This design comes from an exercise in tuning for small area on the open sky130 flow, not from production work. Power figures rest on the tool's default switching activity, not on a simulated workload.

==> flow/design.v (excerpt) <==
module ca_core (
    input  wire        clk,
    input  wire        rst,           
    output wire        imem_re,
    output wire [9:0]  imem_addr,
    input  wire [15:0] imem_rdata,
    output wire        dmem_re,
    output wire        dmem_we,
    output wire [15:0] dmem_addr,
    output wire [7:0]  dmem_wdata,
    input  wire [7:0]  dmem_rdata,
    output wire        halted,
    output wire        fault,
    output wire [15:0] fault_pc,
    output wire [15:0] fault_word,
    output wire        eff_valid,
    output wire [15:0] eff_pc,
    output wire        eff_reg_we,
    output wire [5:0]  eff_reg_idx,
    output wire [7:0]  eff_reg_val,
    output wire        eff_mem_we,
    output wire [10:0] eff_mem_addr,
    output wire [7:0]  eff_mem_val,
    output wire        eff_redirect,
    output wire [15:0] eff_target,
    output wire [4:0]  eff_sreg,
    output wire [4:0]  obs_sreg
);
Size in the first run: roughly 540 flip-flops, about 16000 sq um of cells after synthesis.
==> module ca_core, before the edit <==
module ca_core (
    input  wire        clk,
    input  wire        rst,           
    output wire        imem_re,
    output wire [9:0]  imem_addr,
    input  wire [15:0] imem_rdata,
    output wire        dmem_re,
    output wire        dmem_we,
    output wire [15:0] dmem_addr,
    output wire [7:0]  dmem_wdata,
    input  wire [7:0]  dmem_rdata,
    output wire        halted,
    output wire        fault,
    output wire [15:0] fault_pc,
    output wire [15:0] fault_word,
    output wire        eff_valid,
    output wire [15:0] eff_pc,
    output wire        eff_reg_we,
    output wire [5:0]  eff_reg_idx,
    output wire [7:0]  eff_reg_val,
    output wire        eff_mem_we,
    output wire [10:0] eff_mem_addr,
    output wire [7:0]  eff_mem_val,
    output wire        eff_redirect,
    output wire [15:0] eff_target,
    output wire [4:0]  eff_sreg,
    output wire [4:0]  obs_sreg
);
    reg  [255:0] ring0;           
    reg  [255:0] ring1;           
    reg  [4:0]   cnt;             
    reg          clr;             
    reg  [9:0]   pc;
    reg          ovf;             
    reg          bvalid;          
    reg  [7:0]   breg;
    reg          sr_z, sr_n, sr_c, sr_v, sr_s;
    wire [15:0] w  = imem_rdata;
    wire [3:0]  op = w[15:12];
    wire [5:0]  rs = w[11:6];
    wire [5:0]  lo = w[5:0];
    wire op_add  = (op == 4'd0);
    wire op_sub  = (op == 4'd1);
    wire op_mul  = (op == 4'd2);
    wire op_movi = (op == 4'd3);
    wire op_beqz = (op == 4'd4);
    wire op_andi = (op == 4'd5);
    wire op_eor  = (op == 4'd6);
    wire op_br   = (op == 4'd7);
    wire op_sal  = (op == 4'd8);
    wire op_sar  = (op == 4'd9);
    wire op_ldr  = (op == 4'd10);
    wire op_str  = (op == 4'd11);
    wire rfmt    = op_add | op_sub | op_mul | op_eor | op_br;
    wire invalid = op[3] & op[2];
    wire endw    = (w == 16'h0000);
    wire [7:0] h0 = clr ? 8'h00 : ring0[7:0];
    wire [7:0] h1 = clr ? 8'h00 : ring1[7:0];
    wire [7:0] a     = rs[5] ? h1 : h0;
    wire [7:0] bhead = lo[5] ? h1 : h0;
    wire       rs_hit = (cnt == rs[4:0]);
    wire       rt_hit = (cnt == lo[4:0]);
    wire       shift  = op_sal | op_sar;
    wire       big    = lo[5] | lo[4] | lo[3];
    wire [7:0] onehot = big ? 8'h00 : (8'h01 << lo[2:0]);
    wire [7:0] bsrc   = rfmt ? bhead : shift ? onehot : {lo[5], lo[5], lo};
    wire       bready = !rfmt || rt_hit;
    wire [7:0] b      = breg;
    wire exec = !ovf && !invalid && !endw && rs_hit && bvalid;
    wire [7:0] bx   = op_sub ? ~b : b;
    wire [8:0] sum  = {1'b0, a} + {1'b0, bx} + {8'd0, op_sub};
    wire [7:0] arev  = {a[0], a[1], a[2], a[3], a[4], a[5], a[6], a[7]};
    wire [7:0] fill  = big ? 8'hff : (8'h01 << lo[2:0]) - 8'h01;
    wire [7:0] mx    = op_sar ? arev : a;
    wire [7:0] prod  = mx * b;
    wire [7:0] prs   = prod | (fill & {8{a[7] & op_sar}});
    wire [7:0] srev  = {prs[0], prs[1], prs[2], prs[3], prs[4], prs[5], prs[6], prs[7]};
    reg [7:0] r;
    always @(*) begin
        case (op)
            4'd0, 4'd1: r = sum[7:0];
            4'd2, 4'd8: r = prod;
            4'd5:       r = a & b;
            4'd6:       r = a ^ b;
            4'd9:       r = srev;
            4'd10:      r = dmem_rdata;
            default:    r = b;
        endcase
    end
    wire wr_reg = op_add | op_sub | op_mul | op_movi | op_andi | op_eor |
                  op_sal | op_sar | op_ldr;
    wire wr_zn  = op_add | op_sub | op_mul | op_andi | op_eor | op_sal | op_sar;
    wire wr_cvs = op_add | op_sub;
    wire c_new = op_sub ? !sum[8] : sum[8];
    wire v_new = (a[7] == bx[7]) && (sum[7] != a[7]);
    wire new_z = wr_zn  ? (r == 8'h00)   : sr_z;
    wire new_n = wr_zn  ? r[7]           : sr_n;
    wire new_c = wr_cvs ? c_new          : sr_c;
    wire new_v = wr_cvs ? v_new          : sr_v;
    wire new_s = wr_cvs ? (r[7] ^ v_new) : sr_s;
    wire        taken_beqz = op_beqz && (a == 8'h00);
    wire [15:0] inc  = {6'd0, pc} + {{10{taken_beqz & lo[5]}}, taken_beqz ? lo : 6'd0} + 16'd1;
    wire        redirect = taken_beqz | op_br;
    wire [15:0] target   = op_br ? {a, b} : inc;
    wire w0 = exec && wr_reg && !rs[5];
    wire w1 = exec && wr_reg &&  rs[5];
    always @(posedge clk) begin
        ring0 <= {(w0 ? r : h0), ring0[255:8]};
        ring1 <= {(w1 ? r : h1), ring1[255:8]};
        if (!bvalid)
            breg <= bsrc;
        if (rst) begin
            cnt    <= 5'd0;
            clr    <= 1'b1;
            pc     <= 10'd0;
            ovf    <= 1'b0;
            bvalid <= 1'b0;
            sr_z   <= 1'b0;
            sr_n   <= 1'b0;
            sr_c   <= 1'b0;
            sr_v   <= 1'b0;
            sr_s   <= 1'b0;
        end else begin
            cnt <= cnt + 5'd1;
            if (cnt == 5'd31)
                clr <= 1'b0;
            bvalid <= !exec && (bvalid || bready);
            if (exec) begin
                sr_z <= new_z;
                sr_n <= new_n;
                sr_c <= new_c;
                sr_v <= new_v;
                sr_s <= new_s;
                pc   <= target[9:0];
                ovf  <= |target[15:10];
            end
        end
    end
    assign imem_re   = 1'b1;
    assign imem_addr = pc;
    assign dmem_re    = 1'b1;
    assign dmem_we    = exec && op_str;
    assign dmem_addr  = {{10{lo[5]}}, lo};
    assign dmem_wdata = a;
    assign halted     = ovf || endw;
    assign fault      = !ovf && invalid;
    assign fault_pc   = {6'd0, pc};
    assign fault_word = w;
    assign eff_valid    = exec;
    assign eff_pc       = {6'd0, pc};
    assign eff_reg_we   = wr_reg;
    assign eff_reg_idx  = rs;
    assign eff_reg_val  = r;
    assign eff_mem_we   = op_str && !lo[5];
    assign eff_mem_addr = {{5{lo[5]}}, lo};
    assign eff_mem_val  = a;
    assign eff_redirect = redirect;
    assign eff_target   = target;
    assign eff_sreg     = {new_c, new_v, new_n, new_s, new_z};
    assign obs_sreg = {sr_c, sr_v, sr_n, sr_s, sr_z};
endmodule
Settings: LEC_CHECK=0, CAP_MARGIN=20, CORE_MARGIN=2, CORE_UTILIZATION=55, SLEW_MARGIN=20; clock period 10.0 ns.
standard.sh (not shown) runs the stock make flow with config.mk's settings and CLKGATE_MAP_FILE= SYNTH_SCRIPT=/design/flow/synth_recipe.tcl, a recipe that flattens the netlist after the stock synthesis.
==> flow/flow/run.sh <==
#!/bin/bash
# Standard ORFS layout (the standard.sh) with three changes:
#  - ports are buffered with sky130_fd_sc_hd__buf_1 instead of the default
#    buffer_ports choice,
#  - clock tree synthesis builds larger sink clusters and adds no dummy loads.
set -uo pipefail
export BUFFER_PORTS_ARGS="-buffer_cell sky130_fd_sc_hd__buf_1"
export CTS_ARGS="-sink_clustering_enable -repair_clock_nets -dont_use_dummy_load -buf_list sky130_fd_sc_hd__clkbuf_16 -sink_clustering_size 30 -sink_clustering_max_diameter 100"
bash standard.sh > standard.log 2>&1
Then changed:
--- a/flow/design.v
+++ b/flow/design.v
@@ -57,25 +57,24 @@
     wire [7:0] h0 = clr ? 8'h00 : ring0[7:0];
     wire [7:0] h1 = clr ? 8'h00 : ring1[7:0];
     wire [7:0] a     = rs[5] ? h1 : h0;
     wire [7:0] bhead = lo[5] ? h1 : h0;
     wire       rs_hit = (cnt == rs[4:0]);
     wire       rt_hit = (cnt == lo[4:0]);
-    wire       shift  = op_sal | op_sar;
-    wire       big    = lo[5] | lo[4] | lo[3];
-    wire [7:0] onehot = big ? 8'h00 : (8'h01 << lo[2:0]);
-    wire [7:0] bsrc   = rfmt ? bhead : shift ? onehot : {lo[5], lo[5], lo};
-    wire       bready = !rfmt || rt_hit;
-    wire [7:0] b      = breg;
-    wire exec = !ovf && !invalid && !endw && rs_hit && bvalid;
+    wire [7:0] b = rfmt ? breg : {lo[5], lo[5], lo};
+    wire exec = !ovf && !invalid && !endw && rs_hit && (bvalid || !rfmt);
     wire [7:0] bx   = op_sub ? ~b : b;
     wire [8:0] sum  = {1'b0, a} + {1'b0, bx} + {8'd0, op_sub};
+    wire       shift = op_sal | op_sar;
+    wire       big   = lo[5] | lo[4] | lo[3];
     wire [7:0] arev  = {a[0], a[1], a[2], a[3], a[4], a[5], a[6], a[7]};
-    wire [7:0] fill  = big ? 8'hff : (8'h01 << lo[2:0]) - 8'h01;
+    wire [7:0] onehot = big ? 8'h00 : (8'h01 << lo[2:0]);
+    wire [7:0] fill   = big ? 8'hff : (8'h01 << lo[2:0]) - 8'h01;
     wire [7:0] mx    = op_sar ? arev : a;
-    wire [7:0] prod  = mx * b;
+    wire [7:0] my    = shift ? onehot : b;
+    wire [7:0] prod  = mx * my;
     wire [7:0] prs   = prod | (fill & {8{a[7] & op_sar}});
     wire [7:0] srev  = {prs[0], prs[1], prs[2], prs[3], prs[4], prs[5], prs[6], prs[7]};
     reg [7:0] r;
     always @(*) begin
         case (op)
             4'd0, 4'd1: r = sum[7:0];
@@ -105,13 +104,13 @@
     wire w0 = exec && wr_reg && !rs[5];
     wire w1 = exec && wr_reg &&  rs[5];
     always @(posedge clk) begin
         ring0 <= {(w0 ? r : h0), ring0[255:8]};
         ring1 <= {(w1 ? r : h1), ring1[255:8]};
         if (!bvalid)
-            breg <= bsrc;
+            breg <= bhead;
         if (rst) begin
             cnt    <= 5'd0;
             clr    <= 1'b1;
             pc     <= 10'd0;
             ovf    <= 1'b0;
             bvalid <= 1'b0;
@@ -121,13 +120,13 @@
             sr_v   <= 1'b0;
             sr_s   <= 1'b0;
         end else begin
             cnt <= cnt + 5'd1;
             if (cnt == 5'd31)
                 clr <= 1'b0;
-            bvalid <= !exec && (bvalid || bready);
+            bvalid <= !exec && (bvalid || rt_hit);
             if (exec) begin
                 sr_z <= new_z;
                 sr_n <= new_n;
                 sr_c <= new_c;
                 sr_v <= new_v;
                 sr_s <= new_s;
Effect: The new run completed with no timing, DRC or antenna violations. Setup slack loses 0.0035 ns. Worst hold slack got worse by 0.0061 ns. Sequential share of layout area drops by 2.1 points. Sequential power barely changes. Synthesized cell count increases by a few percent. Wire length climbs by roughly a tenth. Utilization came out higher by 0.39 points. Global-route usage is higher by 2.0 points. Power rises slightly. Die area rises slightly. Non-clock buffer count went up by 32. Via count came out higher by a few percent. Cell area came out higher by a few percent.
Function was not checked in any run of this note: the RTL went through the layout flow alone.

## what the ideal ports hide
Ports are ideal in the flow. The routed layouts listed here were re-timed in OpenROAD.
Step 1, drivers: a clkbuf_16 drives clk and a buf_2 each remaining input, both assumed.
Step 2 times the ports against the registers' clock, not the clock port: input delays grow and output delays shrink by t, the midpoint of the rising clock arrivals with the driver on.
Slacks: no drivers / after step 1 / after step 2; pairs: no drivers / after step 1.
run | t, ns | setup slack, ns | clock arrival spread, ns
the first run | 0.575 | 0.331 / 0.308 / 0.308 | 0.062 / 0.062
the second run | 0.567 | 0.327 / 0.298 / 0.298 | 0.044 / 0.045
After both steps every run listed still meets setup and hold. For the second run, which loses most, drivers alone change the setup slack by -0.029 ns; drivers and shift together by -0.029 ns.
